This design comes from an exercise in tuning for small area on the open sky130 flow, not from production work.
The RTL was checked by simulation tests, not by an equivalence proof against the original design.
No activity file was given, so power comes from the tool's default toggle rates.

<file path="flow/design.v">
module mpc_codec (
    input  wire       clk,
    input  wire       rst,           
    input  wire [1:0] d_op,          
    input  wire [7:0] d_data,        
    output reg  [1:0] d_cnt,         
    output reg  [7:0] d_char0,
    output reg  [7:0] d_char1,
    output reg  [1:0] d_fault,       
    output reg        d_query,
    input  wire [1:0] e_op,          
    input  wire [7:0] e_char,
    output reg  [1:0] e_cnt,         
    output reg  [7:0] e_byte0,
    output reg  [7:0] e_byte1,
    output reg  [7:0] e_byte2,
    output reg        e_fault,       
    output wire [2:0] s_ustate,
    output wire [7:0] s_buf2,
    output wire       s_packing,
    output wire       s_pend_valid,
    output wire [7:0] s_pend
);
    localparam [2:0] ST_IDLE   = 3'd0;    
    localparam [2:0] ST_LIT1   = 3'd1;    
    localparam [2:0] ST_LIT1B2 = 3'd2;    
    localparam [2:0] ST_LIT2   = 3'd3;    
    localparam [2:0] ST_CMD    = 3'd4;    
    localparam [1:0] DOP_BYTE   = 2'd1;
    localparam [1:0] DOP_RESET  = 2'd2;
    localparam [1:0] DOP_MANUAL = 2'd3;
    localparam [1:0] EOP_PUSH  = 2'd1;
    localparam [1:0] EOP_FLUSH = 2'd2;
    localparam [2:0] ID_TOGGLE  = 3'd0;
    localparam [2:0] ID_ENABLE  = 3'd1;
    localparam [2:0] ID_DISABLE = 3'd2;
    localparam [2:0] ID_RESET   = 3'd3;
    localparam [2:0] ID_QUERY   = 3'd4;
    localparam [7:0] CMD_TOGGLE  = 8'hFD;
    localparam [7:0] CMD_ENABLE  = 8'hFB;
    localparam [7:0] CMD_DISABLE = 8'hFA;
    localparam [7:0] CMD_RESET   = 8'hF9;
    localparam [7:0] CMD_QUERY   = 8'hF8;
    localparam [1:0] F_NONE     = 2'd0;
    localparam [1:0] F_BADCMD   = 2'd1;
    localparam [1:0] F_LIT2FF   = 2'd2;
    localparam [1:0] F_LIT1B2FF = 2'd3;
    function [7:0] dec;
        input [3:0] i;
        begin
            case (i)
                4'd0:  dec = 8'h30;   
                4'd1:  dec = 8'h20;   
                4'd2:  dec = 8'h31;   
                4'd3:  dec = 8'h32;   
                4'd4:  dec = 8'h33;   
                4'd5:  dec = 8'h34;   
                4'd6:  dec = 8'h35;   
                4'd7:  dec = 8'h36;   
                4'd8:  dec = 8'h37;   
                4'd9:  dec = 8'h38;   
                4'd10: dec = 8'h39;   
                4'd11: dec = 8'h2E;   
                4'd12: dec = 8'h0A;   
                4'd13: dec = 8'h47;   
                4'd14: dec = 8'h58;   
                default: dec = 8'h00;   
            endcase
        end
    endfunction
    function [3:0] nib;
        input [7:0] c;
        begin
            case (c)
                8'h30: nib = 4'd0;
                8'h20: nib = 4'd1;
                8'h31: nib = 4'd2;
                8'h32: nib = 4'd3;
                8'h33: nib = 4'd4;
                8'h34: nib = 4'd5;
                8'h35: nib = 4'd6;
                8'h36: nib = 4'd7;
                8'h37: nib = 4'd8;
                8'h38: nib = 4'd9;
                8'h39: nib = 4'd10;
                8'h2E: nib = 4'd11;
                8'h0A: nib = 4'd12;
                8'h47: nib = 4'd13;
                8'h58: nib = 4'd14;
                default: nib = 4'hF;
            endcase
        end
    endfunction
    reg [2:0] ustate;
    reg [7:0] buf2;
    reg       packing;
    reg       pend_valid;
    reg [7:0] pend;
    assign s_ustate     = ustate;
    assign s_buf2       = buf2;
    assign s_packing    = packing;
    assign s_pend_valid = pend_valid;
    assign s_pend       = pend;
    reg [2:0] ustate_n;
    reg [7:0] buf2_n;
    reg       packing_n;
    reg [1:0] dcnt_n;
    reg [7:0] dc0_n, dc1_n;
    reg [1:0] dfault_n;
    reg       dquery_n;
    wire [7:0] raw = d_data;
    wire [3:0] lo  = raw[3:0];
    wire [3:0] hi  = raw[7:4];
    wire       is_ff = (raw == 8'hFF);
    always @(*) begin
        ustate_n  = ustate;
        buf2_n    = buf2;
        packing_n = packing;
        dcnt_n    = 2'd0;
        dc0_n     = 8'h00;
        dc1_n     = 8'h00;
        dfault_n  = F_NONE;
        dquery_n  = 1'b0;
        case (d_op)
            DOP_BYTE: begin
                case (ustate)
                    ST_IDLE: begin
                        if (is_ff) begin
                            ustate_n = ST_LIT1;
                        end else if (!packing) begin
                            dcnt_n = 2'd1;
                            dc0_n  = raw;
                        end else if (lo != 4'hF && hi != 4'hF) begin
                            dcnt_n = 2'd2;
                            dc0_n  = dec(lo);
                            dc1_n  = dec(hi);
                        end else if (hi == 4'hF) begin
                            dcnt_n   = 2'd1;
                            dc0_n    = dec(lo);
                            ustate_n = ST_LIT2;
                        end else begin
                            buf2_n   = dec(hi);
                            ustate_n = ST_LIT1B2;
                        end
                    end
                    ST_LIT1: begin
                        if (is_ff) begin
                            ustate_n = ST_CMD;
                        end else if (packing) begin
                            dcnt_n   = 2'd1;
                            dc0_n    = raw;
                            ustate_n = ST_LIT2;
                        end else begin
                            dcnt_n   = 2'd2;
                            dc0_n    = 8'hFF;
                            dc1_n    = raw;
                            ustate_n = ST_IDLE;
                        end
                    end
                    ST_LIT2: begin
                        if (is_ff) begin
                            dfault_n = F_LIT2FF;
                            ustate_n = ST_LIT1;
                        end else begin
                            dcnt_n   = 2'd1;
                            dc0_n    = raw;
                            ustate_n = ST_IDLE;
                        end
                    end
                    ST_LIT1B2: begin
                        if (is_ff) begin
                            dfault_n = F_LIT1B2FF;
                            ustate_n = ST_LIT1;
                        end else begin
                            dcnt_n   = 2'd2;
                            dc0_n    = raw;
                            dc1_n    = buf2;
                            ustate_n = ST_IDLE;
                        end
                    end
                    default: begin   
                        if (is_ff) begin
                            dfault_n = F_BADCMD;
                        end else begin
                            ustate_n = ST_IDLE;
                            case (raw)
                                CMD_TOGGLE:  packing_n = ~packing;
                                CMD_ENABLE:  packing_n = 1'b1;
                                CMD_DISABLE: packing_n = 1'b0;
                                CMD_RESET:   ;
                                CMD_QUERY:   dquery_n = 1'b1;
                                default:     dfault_n = F_BADCMD;
                            endcase
                        end
                    end
                endcase
            end
            DOP_RESET: begin
                ustate_n = ST_IDLE;
            end
            DOP_MANUAL: begin
                case (d_data[2:0])
                    ID_TOGGLE:  begin packing_n = ~packing; ustate_n = ST_IDLE; end
                    ID_ENABLE:  begin packing_n = 1'b1;     ustate_n = ST_IDLE; end
                    ID_DISABLE: begin packing_n = 1'b0;     ustate_n = ST_IDLE; end
                    ID_RESET:   ustate_n = ST_IDLE;
                    ID_QUERY:   dquery_n = 1'b1;
                    default:    ;
                endcase
            end
            default: ;
        endcase
    end
    reg       pend_valid_n;
    reg [7:0] pend_n;
    reg [1:0] ecnt_n;
    reg [7:0] eb0_n, eb1_n, eb2_n;
    reg       efault_n;
    wire [3:0] n1 = nib(pend);
    wire [3:0] n2 = nib(e_char);
    always @(*) begin
        pend_valid_n = pend_valid;
        pend_n       = pend;
        ecnt_n       = 2'd0;
        eb0_n        = 8'h00;
        eb1_n        = 8'h00;
        eb2_n        = 8'h00;
        efault_n     = 1'b0;
        case (e_op)
            EOP_PUSH: begin
                if (e_char == 8'hFF) begin
                    efault_n = 1'b1;
                end else if (!pend_valid) begin
                    pend_valid_n = 1'b1;
                    pend_n       = e_char;
                end else begin
                    pend_valid_n = 1'b0;
                    eb0_n        = {n2, n1};
                    if (n1 == 4'hF && n2 == 4'hF) begin
                        ecnt_n = 2'd3;
                        eb1_n  = pend;
                        eb2_n  = e_char;
                    end else if (n1 == 4'hF) begin
                        ecnt_n = 2'd2;
                        eb1_n  = pend;
                    end else if (n2 == 4'hF) begin
                        ecnt_n = 2'd2;
                        eb1_n  = e_char;
                    end else begin
                        ecnt_n = 2'd1;
                    end
                end
            end
            EOP_FLUSH: begin
                if (pend_valid) begin
                    pend_valid_n = 1'b0;
                    eb0_n        = {4'hF, n1};
                    if (n1 == 4'hF) begin
                        ecnt_n = 2'd2;
                        eb1_n  = pend;
                    end else begin
                        ecnt_n = 2'd1;
                    end
                end
            end
            default: ;
        endcase
    end
    always @(posedge clk) begin
        if (rst) begin
            ustate     <= ST_IDLE;
            buf2       <= 8'h00;
            packing    <= 1'b0;
            pend_valid <= 1'b0;
            pend       <= 8'h00;
            d_cnt      <= 2'd0;
            d_char0    <= 8'h00;
            d_char1    <= 8'h00;
            d_fault    <= F_NONE;
            d_query    <= 1'b0;
            e_cnt      <= 2'd0;
            e_byte0    <= 8'h00;
            e_byte1    <= 8'h00;
            e_byte2    <= 8'h00;
            e_fault    <= 1'b0;
        end else begin
            ustate     <= ustate_n;
            buf2       <= buf2_n;
            packing    <= packing_n;
            pend_valid <= pend_valid_n;
            pend       <= pend_n;
            d_cnt      <= dcnt_n;
            d_char0    <= dc0_n;
            d_char1    <= dc1_n;
            d_fault    <= dfault_n;
            d_query    <= dquery_n;
            e_cnt      <= ecnt_n;
            e_byte0    <= eb0_n;
            e_byte1    <= eb1_n;
            e_byte2    <= eb2_n;
            e_fault    <= efault_n;
        end
    end
endmodule
</file>
<file path="flow/run.sh">
#!/bin/bash
# synth_recipe.tcl (not shown) runs the flow's synth.tcl, then flattens the netlist and writes it again
# the make line also repeats each setting of config.mk as NAME=value (left out here)
make -C /OpenROAD-flow-scripts/flow DESIGN_CONFIG=/design/flow/config.mk WORK_HOME=/design/flow/orfs CLKGATE_MAP_FILE= SYNTH_SCRIPT=/design/flow/synth_recipe.tcl finish
</file>
<file path="flow/config.mk">
export PLATFORM = sky130hd
export DESIGN_NAME = mpc_codec
export DESIGN_NICKNAME = mpc_codec
export VERILOG_FILES = /design/flow/design.v
export SDC_FILE = /design/flow/constraint.sdc
export NUM_CORES = 4
export LEC_CHECK = 0
export CAP_MARGIN = 20
export CORE_MARGIN = 2
export CORE_UTILIZATION = 40
export SLEW_MARGIN = 20
</file>
<file path="flow/constraint.sdc">
create_clock -name core_clock -period 10.0 [get_ports {clk}]
set_input_delay 2.0000 -clock core_clock [delete_from_list [all_inputs] [get_ports {clk}]]
set_output_delay 2.0000 -clock core_clock [all_outputs]
set_load 0.01 [all_outputs]
</file>
==> impl_table.tex <==
\begin{tabular}{lr}
\hline
Metric & Value \\
\hline
\multicolumn{2}{l}{\textbf{Power}} \\
Post-layout total power & 619.7 µW \\
Peak VDD IR & 58.62 µV \\
LEAKAGE & 0.001768 µW \\
Power per cell area & 126.2 nW/µm² \\
\multicolumn{2}{l}{\textbf{Floorplan}} \\
Chip Width & 102.2 µm \\
Vert. Die Dim & 102.2 µm \\
Core area & 9284 µm² \\
Die area & 10440 µm² \\
Effective utilization at floorplan & 0.4152 \\
Number of top-level pins & 91 \\
FP Rows & 35 \\
\multicolumn{2}{l}{\textbf{Yosys}} \\
Biggest area consumer among synthesized cells & sky130\_fd\_sc\_hd\_\_dfxtp\_1 \\
Number of synthesized flops with an enable pin & 0 \\
Leading cell types by total area after synthesis & sky130\_fd\_sc\_hd\_\_dfxtp\_1 35\%, sky130\_fd\_sc\_hd\_\_nor2\_1 5.4\%, sky130\_fd\_sc\_hd\_\_a21oi\_1 5.3\%, sky130\_fd\_sc\_hd\_\_nand2\_1 4.6\%, sky130\_fd\_sc\_hd\_\_ha\_1 4.5\% \\
Synth Area per Inst & 7.965 µm² \\
Top FF cell, synth & sky130\_fd\_sc\_hd\_\_dfxtp\_1 \\
Synthesized netlist net count & 520 \\
Ys Warns & 1 \\
Fraction of registers with async set or reset after synthesis & 0 \\
Number of standard cells after synthesis & 484 \\
Area fraction of the dominant cell type after synthesis & 0.3531 \\
Seq/Total Area, Yosys & 0.3531 \\
Register bit total from synthesis & 68 \\
Netlist area before placement & 3855 µm² \\
Number of different library cells in the post-synthesis netlist & 68 \\
\multicolumn{2}{l}{\textbf{Clock network}} \\
Sinks on Clock Net & 68 \\
Htree depth & 3 \\
PostCTS Resize Cnt & 0 \\
TritonCTS buffer count & 9 \\
Number of buffers inserted for hold repair after clock tree synthesis & 0 \\
Maximum clock path buffer count & 2 \\
Clock edge transition at the registers on the reported setup and hold paths & 70 ps \\
Clock tree from TritonCTS & built \\
Later-pin clock latency in the skew report & 340 ps \\
Clock root cell & sky130\_fd\_sc\_hd\_\_clkbuf\_8 \\
\# Post-CTS Setup Buffers & 0 \\
\multicolumn{2}{l}{\textbf{Global routing}} \\
Overall Global Routing Usage & 0.2030 \\
Vias in the first global route & 3307 \\
Pin count of the biggest net entering global routing & 31 \\
Number of antenna violations at the first check in global routing & 0 \\
First-pass GRT wire length & 16.75 mm \\
Total gr overflow & 0 \\
\multicolumn{2}{l}{\textbf{Routing}} \\
Total wirelength of the detailed-routed design & 10.43 mm \\
Iteration-0 DRC Markers & 120 \\
Via count & 3730 \\
Detailed-router iteration count before antenna repair & 5 \\
Post-route DRC & 0 \\
Post-route ant nets & 0 \\
Via-per-instance ratio & 5.469 \\
DR WL/cell & 15.29 µm \\
\multicolumn{2}{l}{\textbf{Setup path}} \\
Type of origin of the critical path & input pin \\
Reg-to-Reg Start & pend[4]\$\_SDFFE\_PP0P\_ \\
Type of the worst setup path & input pin to register \\
Category of the worst setup path capture point & register \\
List of cells traversed by the critical path & clkdlybuf4s50\_1, or3b\_1, or3\_4, nand4\_4, inv\_1, ha\_1, or3\_2, nor3\_4, a22o\_1 \\
Critical Path RT & 10290 ps \\
Startpoint of the worst setup timing path & e\_char[6] \\
Worst Path Arrival & 4930 ps \\
Maximum fanout encountered on the critical timing path & 9 \\
Largest stage delay on the critical path & 590 ps \\
Slowest library cell on the worst path & sky130\_fd\_sc\_hd\_\_clkdlybuf4s50\_1 \\
\multicolumn{2}{l}{\textbf{Timing}} \\
Minimum hold slack & 498.4 ps \\
Slew Limit Headroom & 0.3766 \\
Final-report hold violation count & 0 \\
Achievable clock frequency & 0.2157 GHz \\
Setup Viol. Count Final & 0 \\
RSZ-0062 raised after global routing & no \\
Final max-slew violation count & 0 \\
Minimum clock period & 4637 ps \\
Fin crit share & 0.4637 \\
Worst clock skew & 8.582 ps \\
Transition time at the pin with the least slew margin & 932.1 ps \\
Post-Route Setup TNS & 0 ps \\
\multicolumn{2}{l}{\textbf{Placement}} \\
Instance count after placement with tap cells included & 666 \\
Routability congestion estimate from global placement & 0.8773 \\
DPL Wire Length & 7.537 mm \\
Count of port buffers added during placement & 89 \\
\multicolumn{2}{l}{\textbf{Worst hold path}} \\
Start point of the worst min-delay path & buf2[6]\$\_SDFFE\_PP0P\_ \\
Class of the tightest hold or removal check & register to register \\
\multicolumn{2}{l}{\textbf{Layout}} \\
Leading cell type in the layout, fill and taps excluded & sky130\_fd\_sc\_hd\_\_clkdlybuf4s50\_1 \\
Final core utilization & 0.5291 \\
Area Growth Syn to Fin & 27.43\% \\
Non-filler instance count after layout & 682 \\
Ratio of cells with drive above 1 in the final layout & 0.06691 \\
Number of nets in the final layout & 584 \\
Diodes inserted & 0 \\
Commonest cells after routing, fill and taps aside & 89 x sky130\_fd\_sc\_hd\_\_clkdlybuf4s50\_1, 68 x sky130\_fd\_sc\_hd\_\_dfxtp\_1, 55 x sky130\_fd\_sc\_hd\_\_nor2\_1 \\
\multicolumn{2}{l}{\textbf{Run}} \\
Max-cap viol count & 0 \\
\multicolumn{2}{l}{\textbf{Outcome}} \\
Outcome & timing/DRC/antenna clean \\
\hline
\end{tabular}
==> area by class of cell <==
type	instances	area, µm²
Clock buffer	10	127.6
Tap cell	129	161.4
Inverter	17	66.31
Fill cell	945	4372
Timing Repair Buffer	90	898.4
Sequential cell	68	1361
Clock inverter	6	87.58
Multi-Input combinational cell	362	2210
==> cells in the mapped netlist, drive strengths merged, types with 8 or more instances <==
library cell and instances:
o21ai 30, dfxtp 68, clkbuf 16, nand2 47, nand2b 12, inv 17
ha 14, nor2 56, a22o 10, a21oi 42, nand3 17, nor3 20
and2 9, buf 21, a31oi 10, nand4 8
==> worst max-delay path: cells and delay by family <==
| family | cells | cell delay, ps |
|---|---|---|
| simple gates | 5 | 1900 |
| buf+inv | 2 | 650 |
| fa+ha+maj | 1 | 190 |
| compound gates | 1 | 180 |
==> cells by family after synthesis <==
family	after synthesis	share of synthesized area
simple gates	200	0.2661
compound gates	137	0.2334
flops	68	0.3531
buf+inv	54	0.07497
fa+ha+maj	17	0.05355
mux	5	0.01331
xor+xnor	2	0.004545
other cells	1	0.0009728
==> power breakdown <==
part / switching, µW / internal, µW
Sequential: 8.01 / 275
Combinational: 51.7 / 37.4
Clock: 107 / 141
==> worst paths after layout <==
check / end / slack [ps] / cells past startpoint
worst max-delay path: e_byte1[0]$_SDFF_PP0_ / 5360 / 9
worst min-delay path: d_char1[6]$_SDFF_PP0_ / 500 / 2
worst max register to register: e_byte1[0]$_SDFF_PP0_ / 7200 / 9
worst min register to register: d_char1[6]$_SDFF_PP0_ / 500 / 2
==> metal layers <==
layer  GRT usage  routed length, µm
met5           0                  0
met4     0.07179                161
met3     0.03625                542
met2      0.3340               5015
met1      0.2680               4706
==> sequential cells by signal, summed over array words and instances (netlist names) <==
name	flops
e_fault	1
buf2	7
e_cnt	2
d_cnt	2
d_fault	2
packing	1
pend_valid	1
d_char1	8
pend	8
e_byte1	8
e_byte2	8
d_query	1
e_byte0	8
d_char0	8
ustate	3
==> metrics by stage <==
step / instance area, µm² / setup WS [ps]
2_1_floorplan: 3855 / 5701
3_3_place_gp: 4692 / 5061
3_5_place_dp: 4697 / 4990
4_1_cts: 4912 / 5375
5_1_grt: 4912 / 5188
6_report: 4912 / 5363

## static timing again, ports no longer ideal
The results above use ideal ports. As a check the final layout listed here was re-extracted and re-timed, cells and wires unchanged. Step 1 sets driving cells, clkbuf_16 on the clock port and buf_2 on the other inputs (assumed; they add their load-dependent delay and slew). Step 2 moves the port delays by t, midway between the first and last clock arrival at a register: inputs arrive t later, outputs are due t later. That takes back most of the time a late clock gives input paths. Three values: ideal ports, drivers, drivers and shift; two values: the first two.
t (ns): 0.371
slack for setup (ns): 5.363 / 5.365 / 4.994
worst setup path after step 2: input to register
pins driven straight from the clock port: 1
After both steps this run still meets setup and hold. For this run, drivers alone change the setup slack by +0.002 ns; drivers and shift together by -0.369 ns.
